Context: an optimization exercise on an open-source flow, tuned for small area, a short achievable clock period and few clock cycles per item. The choices shown serve that exercise and are no tape-out recipe.
RTL that was checked went through simulation tests only; none was proved equivalent to the original.
No functional check of the RTL was part of runs 1 and 2.

## flow/design.v

```verilog
module fpdiv #(
    parameter integer K = 3             
) (
    input  wire        clk,
    input  wire        rst,           
    input  wire        in_valid,
    output wire        in_ready,
    input  wire [31:0] in_a,          
    input  wire [31:0] in_b,          
    output reg         out_valid,
    output reg  [31:0] out_result
);
    localparam integer NS = 24 / K;   
    localparam [1:0] C_FIN  = 2'd0;
    localparam [1:0] C_ZERO = 2'd1;
    localparam [1:0] C_INF  = 2'd2;
    localparam [1:0] C_NAN  = 2'd3;
    reg        rdy_q;                 
    reg        v0;
    reg        s0;                    
    reg  [7:0] ea0, eb0;
    reg [23:0] ma0, mb0;              
    reg        az0, bz0;              
    reg signed [5:0] c0;              
    assign in_ready = rdy_q;
    wire in_az = (in_a[30:0] == 31'd0);
    wire in_bz = (in_b[30:0] == 31'd0);
    wire in_ha = (in_a[30:23] != 8'd0);
    wire in_hb = (in_b[30:23] != 8'd0);
    wire need_a = ~ma0[23] & ~az0;
    wire need_b = ~mb0[23] & ~bz0;
    always @(posedge clk) begin
        if (rdy_q) begin
            s0  <= in_a[31] ^ in_b[31];
            ea0 <= in_a[30:23];
            eb0 <= in_b[30:23];
            ma0 <= {in_ha, in_a[22:0]};
            mb0 <= {in_hb, in_b[22:0]};
            az0 <= in_az;
            bz0 <= in_bz;
            c0  <= 6'sd0;
        end else begin
            if (need_a) ma0 <= {ma0[22:0], 1'b0};
            if (need_b) mb0 <= {mb0[22:0], 1'b0};
            c0 <= c0 + (need_b ? 6'sd1 : 6'sd0) - (need_a ? 6'sd1 : 6'sd0);
        end
    end
    always @(posedge clk) begin
        if (rst) begin
            rdy_q <= 1'b1;
            v0    <= 1'b0;
        end else if (rdy_q) begin
            v0    <= in_valid;
            rdy_q <= ~in_valid | (in_ha | in_az) & (in_hb | in_bz);
        end else begin
            rdy_q <= ~(need_a & ~ma0[22]) & ~(need_b & ~mb0[22]);
        end
    end
    wire v0_go = v0 & rdy_q;
    wire a_nan = (ea0 == 8'hFF) & (ma0[22:0] != 23'd0);
    wire b_nan = (eb0 == 8'hFF) & (mb0[22:0] != 23'd0);
    wire a_inf = (ea0 == 8'hFF) & (ma0[22:0] == 23'd0);
    wire b_inf = (eb0 == 8'hFF) & (mb0[22:0] == 23'd0);
    wire [24:0] d_1 = {1'b0, ma0} - {1'b0, mb0};           
    wire [24:0] d_2 = {ma0, 1'b0} - {1'b0, mb0};           
    wire        a_lt_b = d_1[24];
    wire [23:0] r1 = a_lt_b ? d_2[23:0] : d_1[23:0];
    wire signed [9:0] xa = (ea0 == 8'd0) ? 10'sd1 : $signed({2'b00, ea0});
    wire signed [9:0] xb = (eb0 == 8'd0) ? 10'sd1 : $signed({2'b00, eb0});
    wire signed [9:0] e_hi = xa - xb + {{4{c0[5]}}, c0} + 10'sd127;
    wire signed [9:0] e_lo = e_hi - 10'sd1;
    wire signed [9:0] e1 = a_lt_b ? e_lo : e_hi;
    wire e_ovf = a_lt_b ? (e_lo > 10'sd254) : (e_hi > 10'sd254);
    wire e_unf = a_lt_b ? (e_lo < -10'sd23) : (e_hi < -10'sd23);
    localparam signed [8:0] E_INF  = 9'sd255;
    localparam signed [8:0] E_ZERO = -9'sd24;
    localparam signed [8:0] E_NAN  = 9'h100;
    reg signed [8:0] ex1;
    always @(*) begin
        if (a_nan | b_nan | (a_inf & b_inf) | (az0 & bz0)) ex1 = E_NAN;
        else if (a_inf | bz0)                               ex1 = E_INF;
        else if (b_inf | az0)                               ex1 = E_ZERO;
        else if (e_ovf)                                     ex1 = E_INF;
        else if (e_unf)                                     ex1 = E_ZERO;
        else                                                ex1 = e1[8:0];
    end
    localparam integer NP = NS + 2;
    reg [NP-1:0]      v_p;
    reg [NP-1:0]      s_p;
    reg [9*NP-1:0]    e_p;
    reg [23*NP-1:0]   b_p;
    reg [26*NP-1:0]   ws_p;           
    reg [26*NP-1:0]   wc_p;           
    reg [24*NP-1:0]   qp_p;           
    reg [24*NP-1:0]   qn_p;           
    wire [26*NP-1:0] ws_n;
    wire [26*NP-1:0] wc_n;
    wire [K*NP-1:0]  qp_n;
    wire [K*NP-1:0]  qn_n;
    genvar g;
    generate
        for (g = 1; g <= NS; g = g + 1) begin : st
            reg [25:0]    ws, wc, y, ts, tc;
            reg [3:0]     est;
            reg           qpos, qneg;
            reg [K-1:0]   qpb, qnb;
            wire [25:0]   bb = {3'b001, b_p[23*g +: 23]};
            integer       i;
            always @(*) begin
                ws = ws_p[26*g +: 26];
                wc = wc_p[26*g +: 26];
                for (i = 0; i < K; i = i + 1) begin
                    est  = ws[25:22] + wc[25:22];
                    qpos = ~est[3];
                    qneg = est[3] & ~(est[2:0] == 3'b111);
                    y    = qpos ? ~bb : (qneg ? bb : 26'd0);
                    ts   = {ws[24:0], 1'b0} ^ {wc[24:0], 1'b0} ^ y;
                    tc   = ({ws[24:0], 1'b0} & {wc[24:0], 1'b0}) |
                           ({ws[24:0], 1'b0} & y) | ({wc[24:0], 1'b0} & y);
                    ws   = ts;
                    wc   = {tc[24:0], qpos};
                    qpb[K-1-i] = qpos;
                    qnb[K-1-i] = qneg;
                end
            end
            assign ws_n[26*g +: 26] = ws;
            assign wc_n[26*g +: 26] = wc;
            assign qp_n[K*g +: K]   = qpb;
            assign qn_n[K*g +: K]   = qnb;
        end
    endgenerate
    integer n;
    always @(posedge clk) begin
        if (rst) v_p <= {NP{1'b0}};
        else     v_p <= {v_p[NP-2:1], v0_go, 1'b0};
        s_p[1]         <= s0;
        e_p[9 +: 9]    <= ex1;
        b_p[23 +: 23]  <= mb0[22:0];
        ws_p[26 +: 26] <= {2'b00, r1};
        wc_p[26 +: 26] <= 26'd0;
        qp_p[24 +: 24] <= 24'd0;
        qn_p[24 +: 24] <= 24'd0;
        for (n = 1; n <= NS; n = n + 1) begin
            s_p[n+1]              <= s_p[n];
            e_p[9*(n+1) +: 9]     <= e_p[9*n +: 9];
            b_p[23*(n+1) +: 23]   <= b_p[23*n +: 23];
            ws_p[26*(n+1) +: 26]  <= ws_n[26*n +: 26];
            wc_p[26*(n+1) +: 26]  <= wc_n[26*n +: 26];
            qp_p[24*(n+1) +: 24]  <= {qp_p[24*n +: 24-K], qp_n[K*n +: K]};
            qn_p[24*(n+1) +: 24]  <= {qn_p[24*n +: 24-K], qn_n[K*n +: K]};
        end
    end
    wire [25:0] fws = ws_p[26*(NS+1) +: 26];
    wire [25:0] fwc = wc_p[26*(NS+1) +: 26];
    wire [25:0] fb  = {3'b001, b_p[23*(NS+1) +: 23]};
    wire [25:0] fw  = fws + fwc;                       
    wire        neg = fw[25];
    wire [25:0] zs  = fws ^ fwc ^ fb;
    wire [25:0] zc  = {(fws & fwc | fws & fb | fwc & fb), 1'b0};
    wire        z0  = ((fws ^ fwc) == {(fws[24:0] | fwc[24:0]), 1'b0});
    wire        zb  = ((zs ^ zc[25:0]) == {(zs[24:0] | zc[24:0]), 1'b0});
    wire [23:0] qv  = qp_p[24*(NS+1) +: 24] + ~qn_p[24*(NS+1) +: 24] + {23'd0, ~neg};
    reg         v_e, s_e, stk_e;
    reg  [8:0]  e_e;
    reg  [23:0] q_e;
    always @(posedge clk) begin
        if (rst) v_e <= 1'b0;
        else     v_e <= v_p[NS+1];
        s_e   <= s_p[NS+1];
        e_e   <= e_p[9*(NS+1) +: 9];
        q_e   <= qv;
        stk_e <= ~(z0 | zb);
    end
    wire signed [8:0] ef = e_e;
    wire        is_nan = ef[8] & ~ef[7];
    wire        is_inf = (ef == E_INF);
    wire        subn = ef[8] | (ef[7:0] == 8'd0);
    wire [4:0]  sh   = subn ? (5'd1 - ef[4:0]) : 5'd0;    
    wire [24:0] x    = {1'b1, q_e};                       
    wire [49:0] xs   = {x, 25'd0} >> sh;
    wire [23:0] m    = xs[49:26];
    wire        gb   = xs[25];
    wire        stk  = stk_e | (xs[24:0] != 25'd0);
    wire        rnd  = gb & (stk | m[0]);
    wire [7:0]  ef8  = subn ? 8'd0 : ef[7:0];
    wire [30:0] pk   = {ef8, m[22:0]} + {30'd0, rnd};
    reg  [31:0] res;
    always @(*) begin
        if (is_nan)      res = 32'h7FC00000;
        else if (is_inf) res = {s_e, 8'hFF, 23'd0};
        else             res = {s_e, pk};
    end
    always @(posedge clk) begin
        if (rst) out_valid <= 1'b0;
        else     out_valid <= v_e;
        out_result <= res;
    end
endmodule
```

## flow/run.sh

```bash
#!/bin/bash
# synth_recipe.tcl (not shown) runs the flow's synth.tcl, then flattens the netlist and writes it again
# the make line also repeats each setting of config.mk as NAME=value (left out here)
make -C /OpenROAD-flow-scripts/flow DESIGN_CONFIG=/design/flow/config.mk WORK_HOME=/design/flow/orfs CLKGATE_MAP_FILE= SYNTH_SCRIPT=/design/flow/synth_recipe.tcl finish
```

## flow/config.mk

```make
export PLATFORM = sky130hd
export DESIGN_NAME = fpdiv
export DESIGN_NICKNAME = fpdiv
export VERILOG_FILES = /design/flow/design.v
export SDC_FILE = /design/flow/constraint.sdc
export NUM_CORES = 4
export LEC_CHECK = 0
export CAP_MARGIN = 20
export CORE_MARGIN = 2
export CORE_UTILIZATION = 40
export SLEW_MARGIN = 20
```

## flow/constraint.sdc

```tcl
create_clock -name core_clock -period 10.0 [get_ports {clk}]
set_input_delay 2.0000 -clock core_clock [delete_from_list [all_inputs] [get_ports {clk}]]
set_output_delay 2.0000 -clock core_clock [all_outputs]
set_load 0.01 [all_outputs]
```

==> summary.txt, run 1 <==
core area - 140,000 sq um
CTS resizes - 0
vias - 37.2k
largest net degree at the start of global routing - 106
CP max-delay cell - nand2_1
Crit path required time - 10.59 ns
layout cells sized above 1 - 5.94%
Die W - 380 um
arrival time worst endpoint - 8.77 ns
setup TNS - 0 ns
post-CTS setup buffer count - 0
fin cells - 7,786
Final setup viols - 0
maximum clock path buffer count - 3
clock sink count - 1,074
Area Overhead vs Synth - 12.7%
max_slew headroom - 24.3%
Total Nets Final - 6,739
min-delay worst type - register to register
Finished Core Util - 45.5%
max-cap viol count - 0
Unique masters post-synth - 96
Post-Synthesis Net Count - 6,657
Placed Cells incl. Taps - 7,575
DIE HEIGHT - 380 um
Worst-path clk slew - 0.06 ns
GR Overflow Total - 0
root buffer cell - clkbuf_16
Post-synth EDFFs - 67
type of origin of the critical path - register
num rows - 137
gr usage total - 17.7%
measured slew at the worst slew-check pin - 1.13 ns
area taken by flip-flops and latches - 22,200 sq um
drt drc - 0
hold-fix buffers at CTS - 0
Slowest Stage Delay on Critical Path - 0.73 ns
Cells after Synth - 5,732
cell area after synthesis - 56,500 sq um
drt total wl - 125,000 um
post-DR wirelength/cell - 16.1 um
global-route wire length before repair - 208,000 um
Die ar. - 144,000 sq um
n_diodes - 0
port bufs - 100
Tmin final - 8.18 ns
GP Congestion - 0.891
vias in the first global route - 38.4k
Clock Skew - 0.0463 ns
Final Hold Vio Count - 0
CP endpoint kind - register
Peak Freq - 122 MHz
clock latency on the worst-skew pair - 0.74 ns
Mean Syn Cell Area - 9.85 sq um
CTS H-Tree Depth - 3
antenna-violating nets left - 0
I/O pin cnt - 101
RSZ-0062 raised after global routing - no
Primary FF master, synth - dfxtp_1
drt pass-1 iters - 6
Final HPWL DP - 100,000 um
Slew Viols, Final - 0
status - timing/DRC/antenna clean
Most common cell on crit path - buf_4
TritonCTS clock tree - yes
# fillers - 13.3k
initial antenna violation count - 4
Vias/cell - 4.78
area taken by multi-input logic gates - 29,800 sq um
worst-path fanout max - 27
iteration-0 DRC count of the detailed router - 1,953
sequential element share of the synthesized area - 39.3%
Syn. warnings - 1
Final period util - 81.8%
Post-synth ARST share - 0%
Synth Register Bits - 1,074
cts bufs inserted - 112
Worst Setup Path Type - register to register
Initial Util - 40.4%
==> placed cells by master (no fill, tap or decap), types with 34 or more instances in the layout <==
master              n
xnor2_1           141
fa_1              565
a21o_1             55
ha_1              293
a21oi_1           477
inv_1            1050
nor3_1             47
o21ai_0           280
buf_4              50
nand3_1            43
nand2b_1           39
clkdlybuf4s50_1   100
edfxtp_1           67
nor2b_1            34
nand2_1           325
dfxtp_1          1004
nor4_1             46
nor2_1            490
clkbuf_16         114
xor2_1             86
==> cell type report <==
cell class	instances	area share [%]
Multi-Input combinational cell	3424	46.8
Sequential cell	1074	34.8
Inverter	1051	6.20
Clock buffer	151	5.04
Tap cell	1876	3.69
Timing Repair Buffer	151	2.21
Clock inverter	59	1.21
==> worst paths after layout <==
| path | end | depth (start not counted) | slack, ns | from |
|---|---|---|---|---|
| setup / recovery | ws_p[173] | 31 | 1.82 | ws_p[153] |
| hold / removal | qn_p[225] | 0 | 0.31 | qn_p[198] |
| setup reg to reg | ws_p[173] | 31 | 1.82 | ws_p[153] |
| hold reg to reg | qn_p[225] | 0 | 0.31 | qn_p[198] |
==> state kept, by name, indices dropped and copies added (netlist names), 9 cells and up <==
| signal | count |
|---|---|
| qn_p | 100 |
| s_p | 9 |
| mb0 | 24 |
| q_e | 24 |
| e_p | 81 |
| b_p | 207 |
| ma0 | 24 |
| ws_p | 232 |
| wc_p | 192 |
| out_result | 32 |
| v_p | 9 |
| qp_p | 100 |
| e_e | 9 |
==> synth_stat cells, types with 9 or more instances <==
master | number | area (sq um)
a2111oi_0 | 9 | 78.8
a211o_1 | 10 | 87.6
a211oi_1 | 20 | 150
a21o_1 | 55 | 413
a21oi_1 | 477 | 2390
a2bb2oi_1 | 10 | 87.6
a311oi_1 | 19 | 166
a31oi_1 | 13 | 81.3
and2_0 | 15 | 93.8
and2_1 | 18 | 113
and3_1 | 19 | 119
buf_2 | 21 | 105
clkbuf_1 | 151 | 567
dfxtp_1 | 1007 | 20200
edfxtp_1 | 67 | 2010
fa_1 | 565 | 11300
ha_1 | 293 | 3670
inv_1 | 1050 | 3940
mux2_2 | 32 | 360
mux2i_1 | 26 | 260
nand2_1 | 327 | 1230
nand2b_1 | 39 | 244
nand3_1 | 43 | 215
nand3b_1 | 19 | 143
nand4_1 | 31 | 194
nor2_1 | 491 | 1840
nor2b_1 | 34 | 213
nor3_1 | 47 | 235
nor3b_1 | 13 | 97.6
nor4_1 | 46 | 288
o211ai_1 | 12 | 90.1
o21a_1 | 25 | 188
o21ai_0 | 280 | 1400
o22ai_1 | 11 | 68.8
o31ai_1 | 10 | 75.1
or2_2 | 11 | 68.8
or3_1 | 10 | 62.6
or3b_2 | 13 | 114
xnor2_1 | 148 | 1300
xor2_1 | 100 | 876
==> worst max-delay path: cells and delay by family, from the launching register on <==
kind            cells  cell delay, ns
flops               1            0.34
xor+xnor            5            0.82
buf+inv             8            1.73
fa+ha+maj           6            2.50
compound gates      8            1.43
simple gates        4            1.20
==> cell families after synthesis <==
family,share of synthesized area [%]
buffers and inverters,8.29
AND/OR/NAND/NOR,9.98
flip-flops,39.3
AO/OA/AOI/OAI,11.0
adder cells (fa/ha/maj),26.5
XOR/XNOR,3.85
multiplexers,1.12
==> per-stage QoR <==
| step | hold WS, ns | instance area (sq um) | setup WS (ns) |
|---|---|---|---|
| after global routing | 0.326 | 63700 | 1.14 |
| after global placement | 0.310 | 59600 | 1.69 |
| final | 0.312 | 63700 | 1.82 |
| after detailed placement | 0.312 | 59600 | 1.57 |
| after floorplan | 0.310 | 56500 | 2.41 |
| after CTS | 0.310 | 63600 | 1.54 |
==> routing by layer <==
layer	GRT usage [%]	vias up	wire length [um]
met5	0	-	0
met4	4.53	0	2810
met3	2.24	166	4080
met2	31.1	600	62500
met1	22.9	17956	55900
li1	-	18500	-
==> run 2: changes to the inputs <==
--- a/flow/config.mk
+++ b/flow/config.mk
@@ -8,4 +8,5 @@
 export CAP_MARGIN = 20
 export CORE_MARGIN = 2
 export CORE_UTILIZATION = 40
+export SETUP_SLACK_MARGIN = 5
 export SLEW_MARGIN = 20
==> run 2 against run 1 <==
Die area stayed put. Cell count rose by 7.9%. Via count rose by 12%. Core utilization rose by 8.7 points. Clock skew is 0.034 ns higher. Non-clock buffer count rose by 595. Critical endpoint is now ws_p[84].
==> summary.txt, run 2 <==
hold-fix buffers at CTS - 0 (unchanged)
GR Overflow Total - 0 (unchanged)
Peak Freq - 159 MHz (+30%)
CP endpoint kind - register
Slew Viols, Final - 0 (unchanged)
iteration-0 DRC count of the detailed router - 2,407 (+23%)
vias - 41.8k (+12%)
hold endpoint - qn_p[124]
CP max-delay cell - fa_2
global-route wire length before repair - 242,000 um (+16%)
arrival time worst endpoint - 6.92 ns (-1.85 ns)
most frequent cells in the layout - dfxtp_1, inv_1, nor2_1
Vias/cell - 4.98 (+4.1%)
Finished Core Util - 54.2% (+8.7 points)
Crit path buffers/inverters - 9 (+1)
Slowest Stage Delay on Critical Path - 0.55 ns (-0.18 ns)
maximum clock path buffer count - 3 (unchanged)
Die ar. - 144,000 sq um (unchanged)
Area Overhead vs Synth - 34.3%
largest net degree at the start of global routing - 80 (-25%)
r2r endpoint - ws_p[84]
Final HPWL DP - 98,500 um (-1.5%)
type of origin of the critical path - register
initial antenna violation count - 1 (-3)
CTS H-Tree Depth - 3 (unchanged)
max reg flops - 232 (unchanged)
drt total wl - 158,000 um (+26%)
most frequent cells after synthesis - inv_1, dfxtp_1, fa_1
clock sink count - 1,074 (unchanged)
num rows - 137 (unchanged)
core area - 140,000 sq um (unchanged)
Syn. warnings - 1 (unchanged)
setup TNS - 0 ns (unchanged)
Post-synth ARST share - 0% (unchanged)
Final period util - 63.0% (-19 points)
Total Nets Final - 7,355 (+9.1%)
Post-Synthesis Net Count - 6,657 (unchanged)
DIE HEIGHT - 380 um (unchanged)
Crit path required time - 10.63 ns (+0.04 ns)
Initial Util - 40.4% (unchanged)
Cells after Synth - 5,732 (unchanged)
Unique masters post-synth - 96 (unchanged)
Post-synth EDFFs - 67 (unchanged)
top cells by area, synth - dfxtp_1, fa_1, inv_1, ha_1, a21oi_1
Most common cell on crit path - buf_12
Mean Syn Cell Area - 9.85 sq um (unchanged)
Reg2Reg Launch Point - wc_p[75]
Synth Register Bits - 1,074 (unchanged)
commonest non-fill, non-tap cell in the layout - dfxtp_1
Yosys top cell by area - dfxtp_1
sequential element share of the synthesized area - 39.3% (unchanged)
Final setup viols - 0 (unchanged)
gr usage total - 21.0% (+3.3 points)
cts bufs inserted - 108 (-3.6%)
port bufs - 100 (unchanged)
Clock Skew - 0.0803 ns (+0.0340 ns)
hold path depth - 0 (unchanged)
critical path's top delay family - adder cells
post-DR wirelength/cell - 18.8 um (+16%)
beginning of the worst hold path - qn_p[97]
antenna-violating nets left - 0 (unchanged)
Worst-path clk slew - 0.07 ns (about the same)
vias in the first global route - 43.8k (+14%)
measured slew at the worst slew-check pin - 0.912 ns (-0.220 ns)
I/O pin cnt - 101 (unchanged)
Levels on crit path - 32 (+3.2%)
drt pass-1 iters - 5 (-1)
post-synth top area share - 35.7% (unchanged)
max_slew headroom - 38.6% (+14 points)
Largest regs - ws_p: 232 flops, b_p: 207 flops, wc_p: 192 flops
status - timing/DRC/antenna clean
most common cell in the netlist - inv_1
Die W - 380 um (unchanged)
worst-path fanout max - 5 (-81%)
max-cap viol count - 0 (unchanged)
RSZ-0062 raised after global routing - yes
GP Congestion - 0.907 (+1.8%)
min-delay worst type - register to register
drt drc - 0 (unchanged)
layout cells sized above 1 - 27.9% (+22 points)
cell area after synthesis - 56,500 sq um (unchanged)
root buffer cell - clkbuf_16
Worst Setup Path Type - register to register
clock latency on the worst-skew pair - 0.76 ns (+0.02 ns)
Most flops, register - ws_p
Final Hold Vio Count - 0 (unchanged)
Tmin final - 6.30 ns (-1.88 ns)
Primary FF master, synth - dfxtp_1
R2R cell count - 32 (+3.2%)
Worst R2R Setup Slack - 3.70 ns (+1.88 ns)
TritonCTS clock tree - yes
## run 2: cell counts after synthesis
Identical to the previous run, type by type.
## run 2: per-stage QoR
| step | cell area, sq um | std cells | setup slack (ns) | hold WS, ns |
|---|---|---|---|---|
| after CTS | 73600 | 8294 | 3.78 | 0.322 |
| after detailed placement | 61200 | 7576 | 1.80 | 0.312 |
| after global routing | 75800 | 8399 | 3.54 | 0.319 |
| after global placement | 61200 | 7576 | 1.97 | 0.310 |
| after floorplan | 58700 | 5732 | 3.52 | 0.310 |
| final | 75800 | 8401 | 3.70 | 0.314 |
## run 2: logic make-up after synthesis
family	synth area share (%)
and+or+nand+nor	9.98
buffers and inverters	8.29
xor gates and xnor gates	3.85
AOI/OAI and AO/OA	11.0
DFF	39.3
adders and majority gates	26.5
muxes	1.12
## run 2: final cells by class
class / count / area [sq um]
Fill cell: 11731 / 64000
Multi-Input combinational cell: 3449 / 35200
Sequential cell: 1074 / 22200
Timing Repair Buffer: 746 / 7960
Inverter: 1051 / 4120
Clock buffer: 141 / 2990
Tap cell: 1876 / 2350
Clock inverter: 62 / 953
Antenna cell: 2 / 5.00
## run 2: how the worst max path moves through the flow
stage | slack [ns] | start | end
6_report | 3.70 | wc_p[75] | ws_p[84]
5_1_grt | 3.54 | wc_p[75] | ws_p[90]
4_1_cts | 3.78 | wc_p[75] | ws_p[94]
3_5_place_dp | 1.80 | wc_p[179] | ws_p[185]
3_3_place_gp | 1.97 | wc_p[179] | ws_p[188]
2_1_floorplan | 3.52 | wc_p[205] | ws_p[220]
## run 2: per-layer routing
metal  part of all wire (%)  global-route usage [%]  vias to the layer above
met1                     40                    25.0                    20699
met4                    4.2                    7.93                        0
met5                      0                       0                        -
met3                    3.8                    2.80                      354
met2                     52                    38.2                      966
li1                       -                       -                    19784
## run 2: worst reg2reg max path: cells and delay by family (launching register included)
| family | cells | cell delay (ns) |
|---|---|---|
| fa+ha+maj | 6 | 2.13 |
| compound gates | 8 | 1.33 |
| buf+inv | 9 | 1.01 |
| xor+xnor | 5 | 0.94 |
| simple gates | 4 | 0.41 |
| flops | 1 | 0.36 |
## run 2: what timing repair did
item                                    in CTS  in global routing
resized for setup                          932                304
endpoints found under the setup margin     441                431
cloned                                      57                  7
pin swaps                                  382                309
setup buffers                              458                 98
==> run 3: changes to the inputs <==
--- a/flow/design.v
+++ b/flow/design.v
@@ -1,5 +1,5 @@
 module fpdiv #(
-    parameter integer K = 3             
+    parameter integer K = 2             
 ) (
     input  wire        clk,
     input  wire        rst,           
==> run 3 against run 2 <==
Still clean on timing, DRC and antenna. Die area increased by 11%. Core utilization decreased by 7.4 points. First-iteration DRC count decreased by 18%. Area after synthesis increased by 11%. Final area decreased by 3.8%. Critical path depth decreased by 5. Synthesized cell count decreased by 2.7%. Worst setup slack improved by 1.3 ns. Maximum frequency increased by 26%. Largest cell class is now sequential cells. Highest routed layer unchanged.
==> summary.txt, run 3 <==
Initial Util - 40.1% (-0.23 points)
GR Overflow Total - 0 (unchanged)
Area Overhead vs Synth - 16.6%
Worst-path clk slew - 0.06 ns (about the same)
Primary FF master, synth - dfxtp_1
Total Nets Final - 6,712 (-8.7%)
cts bufs inserted - 154 (+43%)
I/O pin cnt - 101 (unchanged)
sequential element share of the synthesized area - 49.0% (+9.7 points)
gr usage total - 15.7% (-5.2 points)
core area - 156,000 sq um (+11%)
Slew Viols, Final - 0 (unchanged)
most frequent cells in the layout - dfxtp_1, fa_1, inv_1
measured slew at the worst slew-check pin - 0.846 ns (-0.0655 ns)
arrival time worst endpoint - 5.67 ns (-1.25 ns)
area taken by multi-input logic gates - 30,300 sq um (-14%)
Crit path required time - 10.69 ns (+0.06 ns)
post-DR wirelength/cell - 16.4 um (-12%)
CTS H-Tree Depth - 4 (+1)
area taken by flip-flops and latches - 30,700 sq um (+38%)
Vias/cell - 4.76 (-4.3%)
most frequent cells after synthesis - dfxtp_1, fa_1, inv_1
layout cells sized above 1 - 9.91% (-18 points)
clock sink count - 1,498 (+39%)
iteration-0 DRC count of the detailed router - 1,971 (-18%)
cell area after synthesis - 62,600 sq um (+11%)
root buffer cell - clkbuf_16
Peak Freq - 201 MHz (+26%)
CP endpoint kind - register
top cells by area, synth - dfxtp_1, fa_1, ha_1, a21oi_1, edfxtp_1
vias in the first global route - 38.2k (-13%)
setup TNS - 0 ns (unchanged)
drt pass-1 iters - 6 (+1)
Worst R2R Setup Slack - 5.02 ns (+1.32 ns)
commonest non-fill, non-tap cell in the layout - dfxtp_1
Reg2Reg Launch Point - wc_p[340]
min-delay worst type - register to register
TritonCTS clock tree - yes
Post-Synthesis Net Count - 6,508 (-2.2%)
Levels on crit path - 27 (-16%)
clock latency on the worst-skew pair - 0.79 ns (+0.03 ns)
R2R cell count - 27 (-16%)
Clock Skew - 0.0447 ns (-0.0356 ns)
Final period util - 49.8% (-13 points)
Die W - 399 um (+5.2%)
Critical Path Start - wc_p[340]
Design Area, Final - 72,900 sq um (-3.8%)
Final HPWL DP - 95,600 um (-3.0%)
critical path endpoint - q_e[22]
type of origin of the critical path - register
Unique masters post-synth - 90 (-6.3%)
Most common cell on crit path - a21o_1
max-cap viol count - 0 (unchanged)
hold_ws - 0.312 ns (-0.00208 ns)
worst-path fanout max - 3 (-2)
Tmin final - 4.98 ns (-1.32 ns)
drt total wl - 131,000 um (-17%)
Final Hold Vio Count - 0 (unchanged)
DIE HEIGHT - 399 um (+5.2%)
num rows - 145 (+5.8%)
Die ar. - 160,000 sq um (+11%)
most common cell in the netlist - dfxtp_1
Final setup viols - 0 (unchanged)
CP max-delay cell - fa_2
r2r endpoint - q_e[22]
Crit path buffers/inverters - 3 (-6)
GP Congestion - 0.863 (-4.9%)
maximum clock path buffer count - 3 (unchanged)
port bufs - 100 (unchanged)
largest net degree at the start of global routing - 80 (unchanged)
Syn. warnings - 1 (unchanged)
placed instance area - 65,900 sq um (+7.6%)
drt drc - 0 (unchanged)
max reg flops - 336 (+45%)
Cells after Synth - 5,579 (-2.7%)
Post-synth EDFFs - 67 (unchanged)
post-synth top area share - 45.8% (+10 points)
Yosys top cell by area - dfxtp_1
Most flops, register - ws_p
Post-synth ARST share - 0% (unchanged)
Worst Setup Path Type - register to register
Slowest Stage Delay on Critical Path - 0.36 ns (-0.19 ns)
global-route wire length before repair - 203,000 um (-16%)
max_slew headroom - 43.4% (+4.7 points)
status - timing/DRC/antenna clean
Mean Syn Cell Area - 11.2 sq um (+14%)
# fillers - 14.1k (+20%)
Largest regs - ws_p: 336 flops, b_p: 299 flops, wc_p: 288 flops
critical path's top delay family - compound AO/OA/AOI/OAI gates
Synth Register Bits - 1,498 (+39%)
vias - 37.9k (-9.2%)
antenna-violating nets left - 0 (unchanged)
RSZ-0062 raised after global routing - yes
initial antenna violation count - 0 (-1)
-- run 3: repair_timing --
item	in CTS	in global routing
pin swaps	29	48
buffers inserted	13	47
endpoints found under the setup margin	546	476
hold buffers	0	0
gates cloned	2	22
gates resized for setup	84	138
-- run 3: cell families after synthesis --
family / after synthesis / share of synthesized area, %
compound gates: 1063 / 9.87
xor+xnor: 241 / 3.37
fa+ha+maj: 862 / 24.1
buf+inv: 692 / 4.24
flops: 1498 / 49.0
mux: 48 / 0.836
simple gates: 1175 / 8.61
-- run 3: layout make-up --
type	count	area share (%)
flip-flops and latches	1498	42.1
well taps	2058	3.53
diodes	1	0.00343
clock inverters	59	1.08
inverters	514	2.69
multi-input cells	3403	41.5
clock buffers	220	6.15
repair buffers	212	2.96
-- run 3: worst min-delay path by stage --
stage / slack [ns] / start / to / cells after the start
after floorplan: 0.31 / e_p[117] / e_e[0] / 0
after CTS: 0.31 / e_p[58] / e_p[67] / 0
after global placement: 0.31 / qn_p[174] / qn_p[200] / 0
after global routing: 0.31 / e_p[57] / e_p[66] / 0
final: 0.31 / e_p[58] / e_p[67] / 0
after detailed placement: 0.31 / e_p[100] / e_p[109] / 0
-- run 3: routing by layer --
| metal | wire [um] | up-vias | track usage [%] |
|---|---|---|---|
| met5 | 0 | - | 0 |
| met4 | 3880 | 0 | 5.14 |
| met3 | 4150 | 221 | 2.57 |
| met2 | 67700 | 594 | 28.1 |
| met1 | 55200 | 18315 | 19.2 |
| li1 | - | 18809 | - |
-- run 3: through the flow --
stage	setup slack [ns]	util [%]	cells
after floorplan	5.03	-	5579
after global placement	3.57	42.3	7600
after detailed placement	3.78	42.3	7600
after CTS	4.80	46.0	7894
after global routing	4.71	46.8	7964
final	5.02	46.8	7965
Testbench counts of run 3, summed over its fixed seeds: cycles 8,128, items 8,000.

## port drivers added, routing unchanged
The results above use ideal ports. As a check the final layouts listed here were re-extracted and re-timed, cells and wires unchanged.
Step 1, drivers: a clkbuf_16 drives clk and a buf_2 each remaining input, both assumed.
Step 2, shift: input delay + t, output delay - t, t = (earliest + latest rising clock arrival at the registers) / 2. This alone moves slack from input paths to output paths.
Three values: ideal, step 1, step 2; two values: the first two.
run	t (ns)	slack for setup (ns)	hold slack, ns
run 1	0.789	1.824 / 1.824 / 1.824	0.312 / 0.312 / 0.312
run 2	0.802	3.704 / 3.704 / 3.704	0.314 / 0.314 / 0.314
run 3	0.850	5.021 / 5.021 / 5.021	0.312 / 0.312 / 0.312
After both steps setup and hold are still met in every run listed.
